This design comes from an exercise in tuning for small area, a short achievable clock period and few clock cycles on the open sky130 flow, not from production work. Only simulation tests tie the RTL to the original design; equivalence was not proved. Power is estimated from default activity; no workload was simulated.

--- design/flow/config.mk ---
export PLATFORM = sky130hd
export DESIGN_NAME = lmp_decoder
export DESIGN_NICKNAME = lmp_decoder
export VERILOG_FILES = /design/flow/design.v
export SDC_FILE = /design/flow/constraint.sdc
export NUM_CORES = 4
export LEC_CHECK = 0
export CAP_MARGIN = 20
export CORE_MARGIN = 2
export CORE_UTILIZATION = 40
export PLACE_DENSITY = 0.6
export SLEW_MARGIN = 20
--- design/flow/constraint.sdc ---
create_clock -name core_clock -period 8.0 [get_ports {clk}]
set_input_delay 1.6000 -clock core_clock [delete_from_list [all_inputs] [get_ports {clk}]]
set_output_delay 1.6000 -clock core_clock [all_outputs]
set_load 0.01 [all_outputs]
--- design/flow/design.v ---
module lmp_edge_pairer #(
    parameter FIFO_DEPTH = 4
) (
    input             clk,
    input             clear,       
    input             edge_valid,
    input             edge_fall,   
    input      [31:0] edge_time,
    output reg [15:0] nr,          
    output reg [15:0] nf,          
    output            pulse_valid,
    output     [31:0] pulse_width  
);
    localparam PW = $clog2(FIFO_DEPTH);
    reg [31:0]   fifo [0:FIFO_DEPTH-1];
    reg [PW-1:0] rd_ptr;
    reg [PW-1:0] wr_ptr;
    wire rises_ahead = nr > nf;
    wire falls_ahead = nf > nr;
    wire match = edge_valid & (edge_fall ? rises_ahead : falls_ahead);
    wire push  = edge_valid & ~match;
    wire [31:0] head = fifo[rd_ptr];
    assign pulse_valid = match;
    assign pulse_width = edge_fall ? (edge_time - head) : (head - edge_time);
    integer k;
    always @(posedge clk) begin
        if (clear) begin
            nr     <= 16'd0;
            nf     <= 16'd0;
            rd_ptr <= {PW{1'b0}};
            wr_ptr <= {PW{1'b0}};
            for (k = 0; k < FIFO_DEPTH; k = k + 1)
                fifo[k] <= 32'd0;
        end else if (edge_valid) begin
            if (edge_fall) nf <= nf + 16'd1;
            else           nr <= nr + 16'd1;
            if (match)
                rd_ptr <= rd_ptr + 1'b1;
            if (push) begin
                fifo[wr_ptr] <= edge_time;
                wr_ptr <= wr_ptr + 1'b1;
            end
        end
    end
endmodule
module lmp_classify (
    input  [31:0] w,
    input  [32:0] p,
    input         rb_zero,
    output [1:0]  verdict   
);
    localparam V_ZERO = 2'd0, V_ONE = 2'd1, V_IDLE = 2'd2, V_BAD = 2'd3;
    wire signed [36:0] w4 = {3'b000, w, 2'b00};
    wire signed [36:0] w2 = {4'b0000, w, 1'b0};
    wire signed [36:0] p1 = {4'b0000, p};
    wire signed [36:0] p3 = p1 + p1 + p1;
    wire signed [36:0] d_high = w4 - p3;
    wire signed [36:0] d_low  = w4 - p1;
    wire signed [36:0] d_idle = w2 - p1;
    wire [36:0] a_high = d_high[36] ? -d_high : d_high;
    wire [36:0] a_low  = d_low[36]  ? -d_low  : d_low;
    wire [36:0] a_idle = d_idle[36] ? -d_idle : d_idle;
    wire in_high = a_high <= 37'd80;
    wire in_low  = a_low  <= 37'd80;
    wire in_idle = a_idle <= 37'd40;
    assign verdict = in_high            ? V_ONE  :
                     in_low             ? V_ZERO :
                     (rb_zero & in_idle) ? V_IDLE : V_BAD;
endmodule
module lmp_freq_div (
    input             clk,
    input             rst,
    input             start,
    input      [31:0] f0,
    output            busy,
    output reg [63:0] freq
);
    localparam QBITS = 55;
    reg         running;
    reg         finishing;
    reg  [5:0]  count;
    reg  [32:0] divisor;     
    reg  [33:0] rem;
    reg  [54:0] quo;
    reg  signed [11:0] exp_base;  
    assign busy = running | finishing;
    wire [32:0] p = {f0, 1'b0};
    reg  [5:0]  msb;
    integer i;
    always @(*) begin
        msb = 6'd0;
        for (i = 0; i < 33; i = i + 1)
            if (p[i]) msb = i[5:0];
    end
    wire [32:0] p_norm = p << (6'd32 - msb);
    wire        q_bit   = rem >= {1'b0, divisor};
    wire [33:0] rem_sub = q_bit ? rem - {1'b0, divisor} : rem;
    wire        q_top    = quo[54];
    wire [52:0] mant     = q_top ? quo[54:2] : quo[53:1];
    wire        guard    = q_top ? quo[1] : quo[0];
    wire        sticky   = (q_top & quo[0]) | (rem != 34'd0);
    wire        round_up = guard & (sticky | mant[0]);
    wire [53:0] mant_r   = {1'b0, mant} + {53'd0, round_up};
    wire signed [11:0] exp_q = q_top ? exp_base : exp_base - 12'sd1;
    wire signed [11:0] exp_r = mant_r[53] ? exp_q + 12'sd1 : exp_q;
    wire [51:0] frac     = mant_r[53] ? mant_r[52:1] : mant_r[51:0];
    wire [11:0] exp_bias = exp_r + 12'sd1023;
    always @(posedge clk) begin
        if (rst) begin
            running   <= 1'b0;
            finishing <= 1'b0;
            count     <= 6'd0;
        end else if (start) begin
            if (f0 == 32'd0) begin
                freq      <= 64'h7FF0000000000000;
                running   <= 1'b0;
                finishing <= 1'b0;
            end else begin
                divisor   <= p_norm;
                rem       <= {1'b0, 33'd1000 << 23};
                quo       <= 55'd0;
                exp_base  <= 12'sd9 - $signed({6'd0, msb});
                count     <= QBITS[5:0];
                running   <= 1'b1;
                finishing <= 1'b0;
            end
        end else if (running) begin
            quo   <= {quo[53:0], q_bit};
            rem   <= {rem_sub[32:0], 1'b0};
            count <= count - 6'd1;
            if (count == 6'd1) begin
                running   <= 1'b0;
                finishing <= 1'b1;
            end
        end else if (finishing) begin
            freq      <= {1'b0, exp_bias[10:0], frac};
            finishing <= 1'b0;
        end
    end
endmodule
module lmp_decoder (
    input             clk,
    input             rst,         
    input             ev_valid,
    output            ev_ready,
    input      [1:0]  ev_kind,     
    input      [31:0] ev_time,
    output reg        res_valid,
    output reg [3:0]  res_err,     
    output reg [32:0] res_period,
    output reg [63:0] res_freq,
    output reg [15:0] res_nbits,
    output reg [3:0]  res_nbytes,
    output reg [63:0] res_bytes
);
    localparam S_CAPTURE = 2'd0, S_FINISH = 2'd1;
    localparam E_OK = 4'd0, E_ASYM = 4'd7, E_EMPTY = 4'd8, E_FRAMING = 4'd9;
    reg [1:0] state;
    assign ev_ready = (state == S_CAPTURE);
    wire accept   = ev_valid & ev_ready;
    wire is_close = ev_kind[1];
    wire is_edge  = accept & ~is_close;
    wire close    = accept & is_close;
    wire        clear_capture;
    wire [15:0] nr, nf;
    wire        pair_valid;
    wire [31:0] pair_width;
    lmp_edge_pairer #(.FIFO_DEPTH(4)) u_pair (
        .clk        (clk),
        .clear      (clear_capture),
        .edge_valid (is_edge),
        .edge_fall  (ev_kind[0]),
        .edge_time  (ev_time),
        .nr         (nr),
        .nf         (nf),
        .pulse_valid(pair_valid),
        .pulse_width(pair_width)
    );
    reg        pv;
    reg [31:0] pw;
    reg        p_first;    
    reg        p_rb_zero;  
    reg [15:0] npulse;
    always @(posedge clk) begin
        if (clear_capture) begin
            pv     <= 1'b0;
            npulse <= 16'd0;
        end else begin
            pv <= pair_valid;
            if (pair_valid) begin
                pw        <= pair_width;
                p_first   <= (npulse == 16'd0);
                p_rb_zero <= (npulse[2:0] == 3'd1);
                npulse    <= npulse + 16'd1;
            end
        end
    end
    reg  [31:0] f0;
    wire [32:0] period = {f0, 1'b0};
    wire [1:0]  verdict;
    lmp_classify u_cls (
        .w      (pw),
        .p      (period),
        .rb_zero(p_rb_zero),
        .verdict(verdict)
    );
    wire        div_start = pv & p_first;
    wire        div_busy;
    wire [63:0] freq;
    lmp_freq_div u_div (
        .clk  (clk),
        .rst  (rst),
        .start(div_start),
        .f0   (pw),
        .busy (div_busy),
        .freq (freq)
    );
    reg [15:0] nbits;
    reg [63:0] bytes;
    reg        framing_err;
    wire is_bit = pv & ~p_first & ~verdict[1];
    always @(posedge clk) begin
        if (clear_capture) begin
            f0          <= 32'd0;
            nbits       <= 16'd0;
            bytes       <= 64'd0;
            framing_err <= 1'b0;
        end else if (pv) begin
            if (p_first) begin
                f0 <= pw;
            end else if (verdict == 2'd3) begin
                framing_err <= 1'b1;
            end else if (is_bit) begin
                if (nbits < 16'd64)
                    bytes[nbits[5:0]] <= verdict[0];
                nbits <= nbits + 16'd1;
            end
        end
    end
    wire [3:0] nbytes = (nbits >= 16'd64) ? 4'd8 : nbits[6:3] + {3'd0, |nbits[2:0]};
    wire [3:0] err    = (nr != nf)          ? E_ASYM    :
                        (nr == 16'd0)       ? E_EMPTY   :
                        framing_err         ? E_FRAMING : E_OK;
    wire finish = (state == S_FINISH) & ~div_busy;
    assign clear_capture = rst | finish;
    always @(posedge clk) begin
        if (rst) begin
            state     <= S_CAPTURE;
            res_valid <= 1'b0;
        end else begin
            res_valid <= 1'b0;
            case (state)
                S_CAPTURE: if (close) state <= S_FINISH;
                default: if (finish) begin
                    res_valid  <= 1'b1;
                    res_err    <= err;
                    res_period <= period;
                    res_freq   <= freq;
                    res_nbits  <= nbits;
                    res_nbytes <= nbytes;
                    res_bytes  <= bytes;
                    state      <= S_CAPTURE;
                end
            endcase
        end
    end
endmodule
--- design/flow/run.sh ---
#!/bin/bash
# synth_recipe.tcl (not shown) runs the flow's synth.tcl, then flattens the netlist and writes it again
# the make line also repeats each setting of config.mk as NAME=value (left out here)
make -C /OpenROAD-flow-scripts/flow DESIGN_CONFIG=/design/flow/config.mk WORK_HOME=/design/flow/orfs CLKGATE_MAP_FILE= SYNTH_SCRIPT=/design/flow/synth_recipe.tcl finish
==> summary.md <==
| Metric | Value |
|---|---|
| Final ANT Viol Nets | 0 |
| Initial detailed-routing violation count | 2,747 |
| Crit path time final | 6.81 ns |
| I/O pin total | 224 |
| IO buf count | 221 |
| Clock skew | 0.0264 ns |
| Final nets | 5,420 |
| Unrepaired setup endpoints after global routing | no |
| Synth Flop Type | edfxtp_1 |
| Power Dens Cells | 165 mW/mm2 |
| Setup TNS | 0 ns |
| CTS hold repair buffers | 0 |
| Core box area | 0.116 mm2 |
| Placed cell count | 6,555 |
| Post-synth EDFFs | 533 |
| DRC Markers | 0 |
| H-tree depth | 3 |
| Gpl congestion | 0.985 |
| Worst slew pin tran | 1.06 ns |
| XOR/XNOR share of the synthesized area | 4.91% |
| Layout area overhead | 14.0% |
| Synth warnings | 3 |
| Setup Crit Path Kind | register to register |
| Post-CTS Setup Bufs | 0 |
| Pre-CTS setup slack | 1.37 ns |
| Commonest non-fill, non-tap cell in the layout | edfxtp_1 |
| Pleak | 19.6 nW |
| Row Count | 125 |
| WHS | 0.412 ns |
| Final WS setup | 1.19 ns |
| Post-DP HPWL | 101,000 um |
| Fin. Hold Viols | 0 |
| TritonCTS Sinks | 711 |
| Syn Area/Cell | 9.44 um2 |
| Total power | 8.87 mW |
| Slew HR | 29.0% |
| Post-layout util | 46.1% |
| Crit. End Element | register |
| Starting Density | 40.4% |
| Post-Syn Area | 0.0470 mm2 |
| Clock latency on the worst-skew pair | 0.67 ns |
| Chip Width | 347 um |
| Largest net degree at the start of global routing | 159 |
| Critical path arrival | 7.39 ns |
| Total Routed Length | 136,000 um |
| Critical path data required time | 8.58 ns |
| Die area | 0.120 mm2 |
| CTS tree | built |
| First-pass detailed-route iteration total | 6 |
| Highest-count cells in the layout ignoring fill and taps | 533 x edfxtp_1, 518 x nand2_1, 424 x nor2_1 |
| Chip height | 347 um |
| Cts repair resizes | 0 |
| Largest family of logic cells by synthesized area | simple AND/OR/NAND/NOR gates |
| Simple-gate portion of the synthesized area | 20.0% |
| Initial antenna violation count | 2 |
| Hold WC Path Type | register to register |
| Synthesized flop and latch total | 711 |
| Post-DP Area | 0.0507 mm2 |
| Startpoint type of the worst setup path | register |
| Fin area | 0.0536 mm2 |
| Vias post-DR | 38.3k |
| Status | finished clean |
| Max cap viols | 0 |
| Post-Synth Adder-Cell Area | 7.68% |
| Final Non-Filler Cells | 6,711 |
| Global route total overflow | 0 |
| Synth cell types | 115 |
| Worst-path fanout max | 63 |
| Global-route wire length before repair | 211,000 um |
| Syn Inst Count | 4,985 |
| Post-synth ARST share | 0% |
| Area fraction in compound gates after synthesis | 16.7% |
| Routed wire length per instance | 20.2 um |
| Fmax | 147 MHz |
| Root buffer cell | clkbuf_16 |
| Vias per Instance | 5.70 |
| Endpoints failing setup | 0 |
| Reg clk slew, reported paths | 0.06 ns |
| Mux contribution to synthesized area | 4.89% |
| Final period util | 85.1% |
| Peak supply drop | 0.182 mV |
| Vias in the first global route | 36.2k |
| Gr usage total | 21.9% |
| Share of cells above drive strength 1 | 6.40% |
| Seq/Total Area, Yosys | 41.6% |
| Pins Over Slew Limit | 0 |
| Deepest clock path buffer count | 3 |
| CTS buffer count | 82 |
cells in the mapped netlist (59+ instances only):
master / count / area [um2]
ha_1: 231 / 2890
clkbuf_1: 169 / 634
or3_1: 59 / 369
nand3_1: 136 / 681
dfxtp_1: 178 / 3560
xnor2_1: 155 / 1360
xor2_1: 105 / 920
nand4_1: 83 / 519
nor3_1: 153 / 766
a21o_1: 118 / 886
nand2_1: 519 / 1950
a21oi_1: 345 / 1730
nor2_1: 429 / 1610
inv_1: 277 / 1040
edfxtp_1: 533 / 16000
mux2i_1: 125 / 1250
and2_1: 173 / 1080
o21ai_0: 197 / 986
registers in the layout, summed over array words and instances (netlist names), 32 cells and up, named ones only:
register,flops
bytes,64
f0,32
pw,32
res_bytes,64
res_freq,63
res_period,32
u_div.divisor,32
u_div.freq,63
u_div.quo,55
u_div.rem,32
u_pair.fifo,128
critical path, cell delays in order, from the launching register on:
cell	delay, ns
edfxtp_1	0.57
inv_1	0.16
fa_1	0.60
ha_1	0.25
nor2b_1	0.25
o21ai_1	0.19
a211oi_1	0.53
nor2_1	0.17
xnor2_1	0.24
or4_1	0.61
nor4_2	0.66
nand3_1	0.22
o21ai_0	0.27
nor4b_1	0.27
nand4_1	0.18
nor4_1	0.30
buf_4	0.21
nor2_4	0.03
buf_4	0.31
nor4_2	0.41
mux2i_1	0.22
final cells by class:
type | instances | area, um2
Clock buffer | 103 | 2220
Antenna cell | 1 | 2.50
Sequential cell | 711 | 19600
Fill cell | 11100 | 62700
Tap cell | 1524 | 1910
Timing Repair Buffer | 265 | 2570
Clock inverter | 51 | 652
Multi-Input combinational cell | 3779 | 25700
Inverter | 277 | 1040
kinds of logic after synthesis:
kind of cell,after synthesis
XOR/XNOR,262
AO/OA/AOI/OAI,1192
other,1
flip-flops,711
buffers and inverters,496
adder cells (fa/ha/maj),267
AND/OR/NAND/NOR,1880
multiplexers,176
final timing paths:
kind / cells past startpoint / from / slack (ns) / to
worst max-delay path: 20 / pw[0] / 1.19 / nbits[9]
worst min-delay path: 0 / bytes[29] / 0.41 / res_bytes[29]
worst min register to register: 0 / bytes[29] / 0.41 / res_bytes[29]
worst max register to register: 20 / pw[0] / 1.19 / nbits[9]
per-layer routing:
| metal | up-vias | track usage, % | wire length [um] |
|---|---|---|---|
| li1 | 18600 | - | - |
| met1 | 18300 | 29.0 | 59200 |
| met2 | 1144 | 36.1 | 63300 |
| met3 | 265 | 3.26 | 7450 |
| met4 | 0 | 8.64 | 5700 |
| met5 | - | 0 | 0 |
report_power, final:
part | total [mW] | switching, mW | internal, mW
logic | 0.830 | 0.521 | 0.310
registers | 4.08 | 0.0357 | 4.04
clock network | 3.96 | 1.60 | 2.36
total | 8.87 | 2.15 | 6.71
Testbench counts, summed over its fixed seeds: cycles 31,112.

==> what the ideal ports hide <==
The flow's constraints put no driver on any port. The routed layout listed below was extracted and timed again, unchanged, in two steps.
Step 1: set_driving_cell puts a clkbuf_16 on clk and a buf_2 on each other input, an assumption about the parent block.
Step 2 moves the port delays by t, midway between the first and last clock arrival at a register: inputs arrive t later, outputs are due t later. That takes back most of the time a late clock gives input paths.
Three values: ideal, step 1, step 2; two values: the first two.
shift t [ns]: 0.726
slack for setup (ns): 1.192 / 1.192 / 1.192
latest minus earliest clock arrival (ns): 0.027 / 0.027
After both steps setup and hold are still met in this run. For this run, drivers alone change the setup slack by 0.000 ns; drivers and shift together by 0.000 ns.
